Source: an optimization exercise on an open RTL-to-GDS flow (aim: small area, a short achievable clock period and few clock cycles). Production flows keep margins and buffers that such runs may drop. Where RTL was checked, it was by simulation tests only, not by an equivalence proof against the original.

## build 94
==> flow/design.v (excerpt) <==
module serper_unit (
    input  wire        clk,
    input  wire        rst,
    input  wire        in_valid,
    output wire        in_ready,
    input  wire [15:0] in_w,
    input  wire        in_draining,
    input  wire        in_ce,
    input  wire        in_brk,
    input  wire        in_nine,
    input  wire [15:0] in_bit_time,
    input  wire [18:0] in_frame,
    input  wire [31:0] in_now,
    input  wire [31:0] in_done_at,
    input  wire [18:0] in_frozen_rem,
    input  wire [18:0] in_accum,
    output wire        out_valid,
    output wire        out_noop,
    output wire [19:0] out_baud,
    output wire [18:0] out_tx_period,
    output wire [16:0] out_rx_period,
    output wire        out_resc,
    output wire        out_sched,
    output wire [15:0] out_bit_time,
    output wire [18:0] out_frame,
    output wire [31:0] out_time
);
    localparam [1:0] S_IDLE = 2'd0, S_MUL = 2'd1, S_DIV = 2'd2;
    reg  [1:0]  st;
    reg  [3:0]  cnt;
    reg  [15:0] period;
    reg         period_set;
    reg         vld_q, noop_q, resc_q, nine_q, ce_q, brk_q, qv_q;
    reg  [31:0] now_q;
    reg  [15:0] dvs;
    reg  [16:0] dvs3;        
    reg  [18:0] aq;
    reg  [35:0] x;
    wire [15:0] m1_in = {1'b0, in_w[14:0]} + 16'd1;
    wire noop = period_set && (in_w == period);
    wire resc = !noop && in_draining && (m1_in != in_bit_time);
    wire [32:0] dd    = {1'b0, in_done_at} - {1'b0, in_now};
    wire [18:0] rem_c = dd[32] ? 19'd0 : dd[18:0];
    wire [18:0] mn_a  = (in_accum < in_frame) ? in_accum : in_frame;
    wire [18:0] opa   = in_ce ? (in_brk ? in_frozen_rem : rem_c) : mn_a;
    assign in_ready = (st == S_IDLE);
    wire acc   = in_valid && in_ready;
    wire a_zero = in_ce ? (in_brk ? (in_frozen_rem == 19'd0)
                                  : (in_done_at < in_now || in_done_at[18:0] == in_now[18:0]))
                        : (in_accum == 19'd0 || in_frame == 19'd0);
    wire start = resc && !a_zero;
    wire [15:0] hinit = in_ce ? in_bit_time - 16'd1 : 16'd0;
    wire [14:0] m  = period[14:0];
    wire [15:0] m1 = {1'b0, m} + 16'd1;
    reg [17:0] rate;
  ...
Size in the first run: ~2700 cells after synthesis, ~290 I/O pins, about 22000 um^2 of cells after synthesis.
export LEC_CHECK = 0
export CAP_MARGIN = 20
export CORE_MARGIN = 2
export CORE_UTILIZATION = 40
export SETUP_SLACK_MARGIN = 5
export SLEW_MARGIN = 20
create_clock -name core_clock -period 12.0 [get_ports {clk}]
standard.sh (not shown) runs the stock make flow with config.mk's settings and CLKGATE_MAP_FILE= SYNTH_SCRIPT=/design/flow/synth_recipe.tcl, a recipe that flattens the netlist after the stock synthesis.
==> flow/flow/run.sh <==
#!/bin/bash
# The standard layout, with the port buffers made of the smallest buffer cell
# (buffer_ports otherwise picks sky130_fd_sc_hd__clkdlybuf4s50_1).
set -euo pipefail
export BUFFER_PORTS_ARGS="-buffer_cell sky130_fd_sc_hd__buf_1"
bash standard.sh > standard_make.log 2>&1
Testbench counts of build 94, summed over its fixed seeds: cycles 9,423.
For build 59, these inputs were changed with respect to build 94:
- CORE_UTILIZATION: 40 -> 65
Of build 59 and build 94, build 59 shows the lower die area, with build 94 above it. Compared with build 94, in build 59 buffer levels on the longest clock path has remained practically unchanged; clock transition at the registers of the reported paths saw little to no change; met2 demand-to-capacity share in global routing climbed 24 points; achievable frequency fell by about 4%.
#### Input delta (build 62 over build 59)
- swapping 65 for 40 in CORE_UTILIZATION
==> flow/run.sh (new file) <==
#!/bin/bash
# synth_recipe.tcl (not shown) runs the flow's synth.tcl, then flattens the netlist and writes it again
# the make line also repeats each setting of config.mk as NAME=value (left out here)
make -C /OpenROAD-flow-scripts/flow DESIGN_CONFIG=/design/flow/config.mk WORK_HOME=/design/flow/orfs CLKGATE_MAP_FILE= SYNTH_SCRIPT=/design/flow/synth_recipe.tcl finish
removed: flow/flow/run.sh
removed: flow/standard.sh
## What came out
Build 62 finished every step from synthesis to the final layout, and the layout passed the timing, design-rule and antenna checks. Build 62 against build 59: worst slack after detailed placement decreased by 0.068 ns relative to the old numbers, clock slew at the register clock pins of the worst setup and hold paths essentially unchanged. Diff build 59 -> build 62 | average routed wire per standard cell | down by a few percent. Cell with the largest stage delay on the worst path: sky130_fd_sc_hd__fa_2 -> build 59, sky130_fd_sc_hd__clkdlybuf4s50_1 -> build 62. For number of stages on the worst hold path, build 62 and build 59 come out practically identical. Per the comparison of build 62 with build 59, total cell area at the placement stage shows an increase of about 9%; first-iteration DRC count saw a decrease. Core area: build 62 vs build 59 up 61%. Diff build 59 -> build 62: sequential share of layout area went down by 1.3 points; overall fraction of global-route tracks in use went down by 13 points; wire length went up by about 4.4%.

========
== rev 12 ==
serper_unit, a different RTL version from the one above (not shown whole).
Size in the first run: ~150 flip-flops, about 290 I/O pins, roughly 27000 µm² of cells after synthesis.
export LEC_CHECK = 0
export ABC_AREA = 1
export CAP_MARGIN = 20
export CORE_MARGIN = 2
export CORE_UTILIZATION = 40
export SETUP_SLACK_MARGIN = 5
export SLEW_MARGIN = 20
create_clock -name core_clock -period 12.0 [get_ports {clk}]
==> flow/flow/run.sh <==
#!/bin/bash
# The standard layout, with the port buffers made of the smallest buffer cell
# (buffer_ports otherwise picks sky130_fd_sc_hd__clkdlybuf4s50_1).
set -euo pipefail
export BUFFER_PORTS_ARGS="-buffer_cell sky130_fd_sc_hd__buf_1"
bash standard.sh > standard_make.log 2>&1
Rev 12: PASS, flow complete, no timing, DRC or antenna violations
Relative to rev 12, the following input files were edited for rev 13:
# rev 12
export LEC_CHECK = 0
export ABC_AREA = 1
export CAP_MARGIN = 20
export CORE_MARGIN = 2
export CORE_UTILIZATION = 40
export SETUP_SLACK_MARGIN = 5
export SLEW_MARGIN = 20
create_clock -name core_clock -period 12.0 [get_ports {clk}]
# rev 13
export LEC_CHECK = 0
export CAP_MARGIN = 20
export CORE_MARGIN = 2
export CORE_UTILIZATION = 40
export SLEW_MARGIN = 20
create_clock -name core_clock -period 12.0 [get_ports {clk}]
==> flow/flow/run.sh <==
#!/bin/bash
# The standard layout, with the port buffers made of the smallest buffer cell
# (buffer_ports otherwise picks sky130_fd_sc_hd__clkdlybuf4s50_1), and timing
# repair aiming 6.5 ns below the clock period.
set -euo pipefail
export BUFFER_PORTS_ARGS="-buffer_cell sky130_fd_sc_hd__buf_1"
export SETUP_SLACK_MARGIN=6.5
bash standard.sh > standard_make.log 2>&1
Multi-input logic area (rev 13 vs. rev 12) increases by more than 10%. Looking at share of the core filled with cells in the final layout, rev 13 sits 8.0 points above rev 12. Post-synthesis to final-layout area growth, rev 12 and rev 13, higher one = rev 13. Comparing rev 12 and rev 13, the higher total number of vias is on rev 12. From rev 12 to rev 13 the numbers moved as follows: length of the first detailed-routing pass in iterations now sits higher, largest buffer count on any clock path now sits at about the same level.
Function was not checked in any run of this note: the RTL went through the layout flow alone.

========
## run A
serper_unit, a different RTL version from the one above (not shown whole).
For scale: about 150 flip-flops, ~0.025 mm2 of cells after synthesis.
==> flow/config.mk <==
export PLATFORM = sky130hd
export DESIGN_NAME = serper_unit
export DESIGN_NICKNAME = serper_unit
export VERILOG_FILES = /design/flow/design.v
export SDC_FILE = /design/flow/constraint.sdc
export NUM_CORES = 4
export LEC_CHECK = 0
export CAP_MARGIN = 20
export CORE_MARGIN = 2
export CORE_UTILIZATION = 50
export SETUP_SLACK_MARGIN = 5
export SLEW_MARGIN = 20
==> flow/constraint.sdc <==
create_clock -name core_clock -period 12.0 [get_ports {clk}]
set_input_delay 2.4000 -clock core_clock [delete_from_list [all_inputs] [get_ports {clk}]]
set_output_delay 2.4000 -clock core_clock [all_outputs]
set_load 0.01 [all_outputs]
==> flow/flow/run.sh <==
#!/bin/bash
# The standard layout, with the port buffers made of the smallest buffer cell
# (buffer_ports otherwise picks sky130_fd_sc_hd__clkdlybuf4s50_1).
set -euo pipefail
export BUFFER_PORTS_ARGS="-buffer_cell sky130_fd_sc_hd__buf_1"
bash standard.sh > standard_make.log 2>&1
Testbench counts of run A, summed over its fixed seeds: cycles 8,052.
### run A -> run B
- a change of CORE_UTILIZATION from 50 to 40
Notes after the runs:
Run B vs run A, instance count: run B higher. Run A → run B: wire length now smaller; area of the die now larger; final clock period utilization by the worst path now larger. Relative to run A, the first-pass GRT wire length measured on run B has decreased by a little under 10%.
Input-level comparison between run C and run B:
- changing CORE_UTILIZATION from 40 to 55
Findings:
- Compared with run B, run C shows global routing met2 resource utilization higher by 20 points.
- When run C is measured against run B, its via count turns out about 4.4% higher.
- Looking at clock skew, run C sits below run B.
- [compare] base=run B new=run C: overall routed net length has increased, cell area closely matched the old numbers, number of vias per cell rose about 9%.
- Run C ended up with a lower chip width than run B did.
- Compare run C and run B | worst setup slack for register-to-register paths lower: run C
- Effective utilization at floorplan in run C is 16 points above run B.
- When run C is set beside run B, its shortest clock period the worst path allows after layout turns out to be 0.0065 ns smaller.

========
Another version of the RTL of serper_unit (not shown whole).
Size: ~2400 cells after synthesis, ~130 flip-flops, about 290 I/O pins.
make LEC_CHECK=0 CAP_MARGIN=20 CORE_MARGIN=2 CORE_UTILIZATION=40 SETUP_SLACK_MARGIN=5 SLEW_MARGIN=20 finish   # period 12.0 ns
run.sh (not shown) runs the stock make flow with config.mk's settings and CLKGATE_MAP_FILE= SYNTH_SCRIPT=/design/flow/synth_recipe.tcl, a recipe that flattens the netlist after the stock synthesis.
Stock flow here: none of the scripts above is used.
Testbench counts at the start, summed over its fixed seeds: cycles 8,414.
==> next run, changes <==
SETUP_SLACK_MARGIN = not set   (was 5)
Result: Clock-buffer cell count is higher by 1; setup slack loses 1.5 ns; routed wire length falls by 12%; clock skew is higher by 0.0033 ns; die area stays the same; first-iteration DRC count falls by 9.0%; utilization shrinks by 9.4 points.

========
Another version of the RTL of serper_unit (not shown whole).
For scale: ~290 I/O pins.
==> flow/design.v (excerpt) <==
module serper_unit (
    input  wire        clk,
    input  wire        rst,
    input  wire        in_valid,
    output wire        in_ready,
    input  wire [15:0] in_w,
    input  wire        in_draining,
    input  wire        in_ce,
    input  wire        in_brk,
    input  wire        in_nine,
    input  wire [15:0] in_bit_time,
    input  wire [18:0] in_frame,
    input  wire [31:0] in_now,
    input  wire [31:0] in_done_at,
    input  wire [18:0] in_frozen_rem,
    input  wire [18:0] in_accum,
    output wire        out_valid,
    output wire        out_noop,
    output wire [19:0] out_baud,
    output wire [18:0] out_tx_period,
    output wire [16:0] out_rx_period,
    output wire        out_resc,
    output wire        out_sched,
    output wire [15:0] out_bit_time,
    output wire [18:0] out_frame,
    output wire [31:0] out_time
);
export LEC_CHECK = 0
export CAP_MARGIN = 20
export CORE_MARGIN = 2
export CORE_UTILIZATION = 40
export CTS_BUF_LIST = sky130_fd_sc_hd__clkbuf_4 sky130_fd_sc_hd__clkbuf_8
export SETUP_SLACK_MARGIN = 5
export SLEW_MARGIN = 20
create_clock -name core_clock -period 12.0 [get_ports {clk}]
standard.sh (not shown) runs the stock make flow with config.mk's settings and CLKGATE_MAP_FILE= SYNTH_SCRIPT=/design/flow/synth_recipe.tcl, a recipe that flattens the netlist after the stock synthesis.
Scripts as last shown in full above: flow/flow/run.sh
Testbench counts at the start, summed over its fixed seeds: cycles 8,052.
Edit:
Settings changed: CTS_BUF_LIST sky130_fd_sc_hd__clkbuf_4 sky130_fd_sc_hd__clkbuf_8 to not set.
Global-route usage is about the same.
Final area hardly moves.

========
== lane 1 ==
serper_unit, a different RTL version from the one above (not shown whole).
Size: ~2,600 cells after synthesis, about 290 I/O pins, about 0.021 mm^2 of cells after synthesis.
Settings: LEC_CHECK=0, CAP_MARGIN=20, CORE_MARGIN=2, CORE_UTILIZATION=40, SLEW_MARGIN=20; clock period 12.0 ns.
run.sh (not shown) runs the stock make flow with config.mk's settings and CLKGATE_MAP_FILE= SYNTH_SCRIPT=/design/flow/synth_recipe.tcl, a recipe that flattens the netlist after the stock synthesis.
Stock flow here: none of the scripts above is used.
No stage failed in lane 1, and the final checks on the layout all came back clean.
Testbench counts of lane 1, summed over its fixed seeds: cycles 9,610.
Setup changes, lane 1 to lane 2
- SETUP_SLACK_MARGIN newly set to 5
### Flow results
Lane 2 | status: complete | timing, DRC, antenna: pass
Re maximum clock insertion buffer count: no difference whatsoever between lane 1 and lane 2.
Sequential share of layout area: lane 2 vs lane 1 down 0.61 points
Clock skew delta (lane 2 -> lane 1): insignificant
The leading cell type in the layout, fill and taps excluded comes out ha_1 in one run and clkdlybuf4s50_1 in the other, namely in lane 2 and lane 1 respectively.
The setup slack of lane 2 is larger than that of lane 1.
[lane 2 vs lane 1] global-route usage over all layers: higher in lane 2
Per the comparison of lane 2 with lane 1, worst hold slack shrank by 0.0035 ns, initial antenna violation count went down by 1.
--- input diff lane 2..lane 3 ---
- swapping 5 for 4.5 in SETUP_SLACK_MARGIN
--- outcome ---
Compared to lane 2, lane 3 has count of plain and timing-repair buffers in the layout 25 lower.
Looking at cell with the largest stage delay on the worst path, the clkdlybuf4s50_1 result is from lane 3; the dfxtp_4 one comes from lane 2.
Higher final cell utilization of the core goes to lane 2 over lane 3.
Sort lane 2 and lane 3 by multi-input logic area, ascending, and lane 3 comes first.
Worst hold slack in lane 3 is 0.0033 ns lower than in lane 2
Sort lane 2 and lane 3 by via count of the routed design, ascending, and lane 3 comes first.
Compared with lane 2, lane 3 has less setup slack.
Lane 3 was carried through to the last stage, and its layout satisfied the timing, design-rule and antenna checks.
Area: lane 3 vs lane 2 -> lane 3 smaller
Via count of the first global-routing pass in lane 3 is 1.2% lower than in lane 2
Comparing lane 2 against lane 3, there is no change at all in clock-buffer cell count.
In the reports for lane 2 and lane 3, the larger number of resized instances in the post-cts repair step belongs to lane 2.

========
v6:
Another version of the RTL of serper_unit (not shown whole).
For scale: roughly 3100 cells after synthesis, roughly 190 flip-flops, about 26000 µm² of cells after synthesis.
Settings: LEC_CHECK=0, CAP_MARGIN=20, CORE_MARGIN=2, CORE_UTILIZATION=40, PLACE_DENSITY=0.8, SETUP_SLACK_MARGIN=5, SLEW_MARGIN=20; clock period 12.0 ns.
standard.sh (not shown) runs the stock make flow with config.mk's settings and CLKGATE_MAP_FILE= SYNTH_SCRIPT=/design/flow/synth_recipe.tcl, a recipe that flattens the netlist after the stock synthesis.
Scripts as last shown in full above: flow/flow/run.sh
Modified inputs, v7 compared to v6
Settings: PLACE_DENSITY: 0.8 -> unset; SETUP_SLACK_MARGIN: 5 -> unset.
-- flow/flow/run.sh --
<<< v6, line 3
# (buffer_ports otherwise picks sky130_fd_sc_hd__clkdlybuf4s50_1).
>>> v7, line 3
# (buffer_ports otherwise picks sky130_fd_sc_hd__clkdlybuf4s50_1), and timing
# repair aiming 5.5 ns below the clock period.
<<< v6, line 6
>>> v7, line 7
export SETUP_SLACK_MARGIN=5.5
## What came out
Any difference in worst hold slack between v7 and v6 is small enough to ignore. Run comparison: v6 timing startpoint of the critical path xd[26]$_DFF_P_; v7 timing startpoint of the critical path pn[2]$_SDFFE_PP0P_. On post-route core utilization: v7 sits above v6. v7 has met1 usage above what v6 had. Higher area growth from synthesis to layout goes to v7 over v6. Total length of routed met2 wires: v7 vs v6 up about 3%. v6 was routed with more vias than v7. Run comparison: v6 capture point of the critical path xd[21]$_DFF_P_; v7 capture point of the critical path out_rx_period[16]. Summary — data arrival time of the critical path, v7 relative to v6: lower, by 2.99 ns.
No run of this note included a check of the RTL's function; only the layout flow was run.

========
## build 92
Starting RTL as in the previous note.
export LEC_CHECK = 0
export CAP_MARGIN = 20
export CORE_MARGIN = 2
export CORE_UTILIZATION = 40
export SETUP_SLACK_MARGIN = 5
export SLEW_MARGIN = 20
create_clock -name core_clock -period 12.0 [get_ports {clk}]
==> flow/flow/run.sh <==
#!/bin/bash
# The standard layout, with the port buffers made of the smallest buffer cell
# (buffer_ports otherwise picks sky130_fd_sc_hd__clkdlybuf4s50_1).
set -euo pipefail
export BUFFER_PORTS_ARGS="-buffer_cell sky130_fd_sc_hd__buf_1"
bash standard.sh > standard_make.log 2>&1
### build 92 -> build 74
==> flow/flow/run.sh <==
#!/bin/bash
# The standard layout with two changes: the port buffers are the smallest
# buffer cell (buffer_ports otherwise picks sky130_fd_sc_hd__clkdlybuf4s50_1),
# and synthesis maps adders with Yosys's default Brent-Kung carry network
# instead of the Kogge-Stone one ORFS adds (any SYNTH_OPERATIONS_ARGS drops
# that -extra-map; -noshare is already part of every synth call).
set -euo pipefail
export BUFFER_PORTS_ARGS="-buffer_cell sky130_fd_sc_hd__buf_1"
export SYNTH_OPERATIONS_ARGS="-noshare"
bash standard.sh > standard_make.log 2>&1
Findings:
Build 74 completed end to end with timing, DRC and antenna clean.
Min fill cell total of the finished layout across build 92 and build 74: build 74
Met2 wire length, build 92 and build 74: smaller value in build 92
Relative to build 74, the following input files were edited for build 6:
- clearing SETUP_SLACK_MARGIN, which used to be 5
==> flow/flow/run.sh <==
#!/bin/bash
# The standard layout, with the port buffers made of the smallest buffer cell
# (buffer_ports otherwise picks sky130_fd_sc_hd__clkdlybuf4s50_1), and timing
# repair aiming 6.0 ns below the clock period.
set -euo pipefail
export BUFFER_PORTS_ARGS="-buffer_cell sky130_fd_sc_hd__buf_1"
export SETUP_SLACK_MARGIN=6.0
bash standard.sh > standard_make.log 2>&1
Notes after the runs:
Re post-synthesis to final-layout area growth: build 6 is 7.0 points up on build 74. Build 6 gives more wire length than build 74 did. There was hardly any difference in per-cell via count in the routed design between build 74 and build 6. Critical path endpoint: out_rx_period[16] -> build 74, out_rx_period[15] -> build 6. Build 6: stage delay of the slowest cell on the critical path 0.11 ns below build 74. Build 6: net count reported at finish is about 11% higher than what build 74 reported. From build 74 to build 6 the numbers moved as follows: sequential share of layout area went down by 1.6 points; worst slack on hold paths was more or less identical; utilization went up by 2.9 points.
No functional check of the RTL was part of any run of this note.

-- static timing again, ports no longer ideal --
In the flow no input, the clock included, has a driving cell. The finished layouts below were timed again as built, in two steps.
Step 1, drivers: a clkbuf_16 drives clk and a buf_2 each remaining input, both assumed.
Step 2 also shifts input and output timing later by t, the mid clock arrival at the registers, as if the neighbouring blocks saw the same clock.
a / b / c = no drivers / after step 1 / after step 2; a / b = the first two.
run | shift t [ns] | setup slack, ns | worst setup path after step 2 | worst data-port slew with drivers (ns)
build 94 | 0.517 | 5.069 / 5.011 / 5.293 | input to register | 0.08
build 59 | 0.508 | 4.792 / 4.740 / 5.247 | register to output | 0.13
build 62 | 0.518 | 4.975 / 4.917 / 4.918 | input to register | 0.09
rev 12 | 0.547 | 5.180 / 5.119 / 5.519 | register to register | 0.10
rev 13 | 0.509 | 5.225 / 5.167 / 5.676 | register to output | 0.15
run A | 0.513 | 5.206 / 5.147 / 5.228 | register to register | 0.09
run B | 0.489 | 5.157 / 5.101 / 5.272 | register to register | 0.09
run C | 0.507 | 5.164 / 5.103 / 5.202 | register to register | 0.14
the first run of note 4 | 0.512 | 2.296 / 2.296 / 1.964 | input to register | 0.10
the second run of note 4 | 0.499 | 0.841 / 0.841 / 0.754 | input to register | 0.09
the first run of note 5 | 0.555 | 4.997 / 4.944 / 5.296 | register to register | 0.10
the second run of note 5 | 0.520 | 5.078 / 5.016 / 5.290 | register to register | 0.10
lane 1 | 0.518 | 3.806 / 3.752 / 4.269 | register to output | 0.12
lane 2 | 0.513 | 4.992 / 4.937 / 5.131 | input to register | 0.12
lane 3 | 0.512 | 4.767 / 4.713 / 4.847 | register to register | 0.12
v6 | 0.545 | 5.134 / 5.110 / 4.945 | input to register | 0.09
v7 | 0.561 | 5.365 / 5.300 / 5.137 | input to register | 0.09
build 92 | 0.565 | 5.260 / 5.196 / 5.005 | input to register | 0.09
build 74 | 0.554 | 5.002 / 4.944 / 4.639 | input to register | 0.10
build 6 | 0.563 | 5.261 / 5.201 / 5.578 | input to register | 0.08
After both steps setup and hold are still met in every run listed. The setup slack of build 74, which loses most, moves by -0.058 ns with the drivers and by -0.363 ns with both steps.
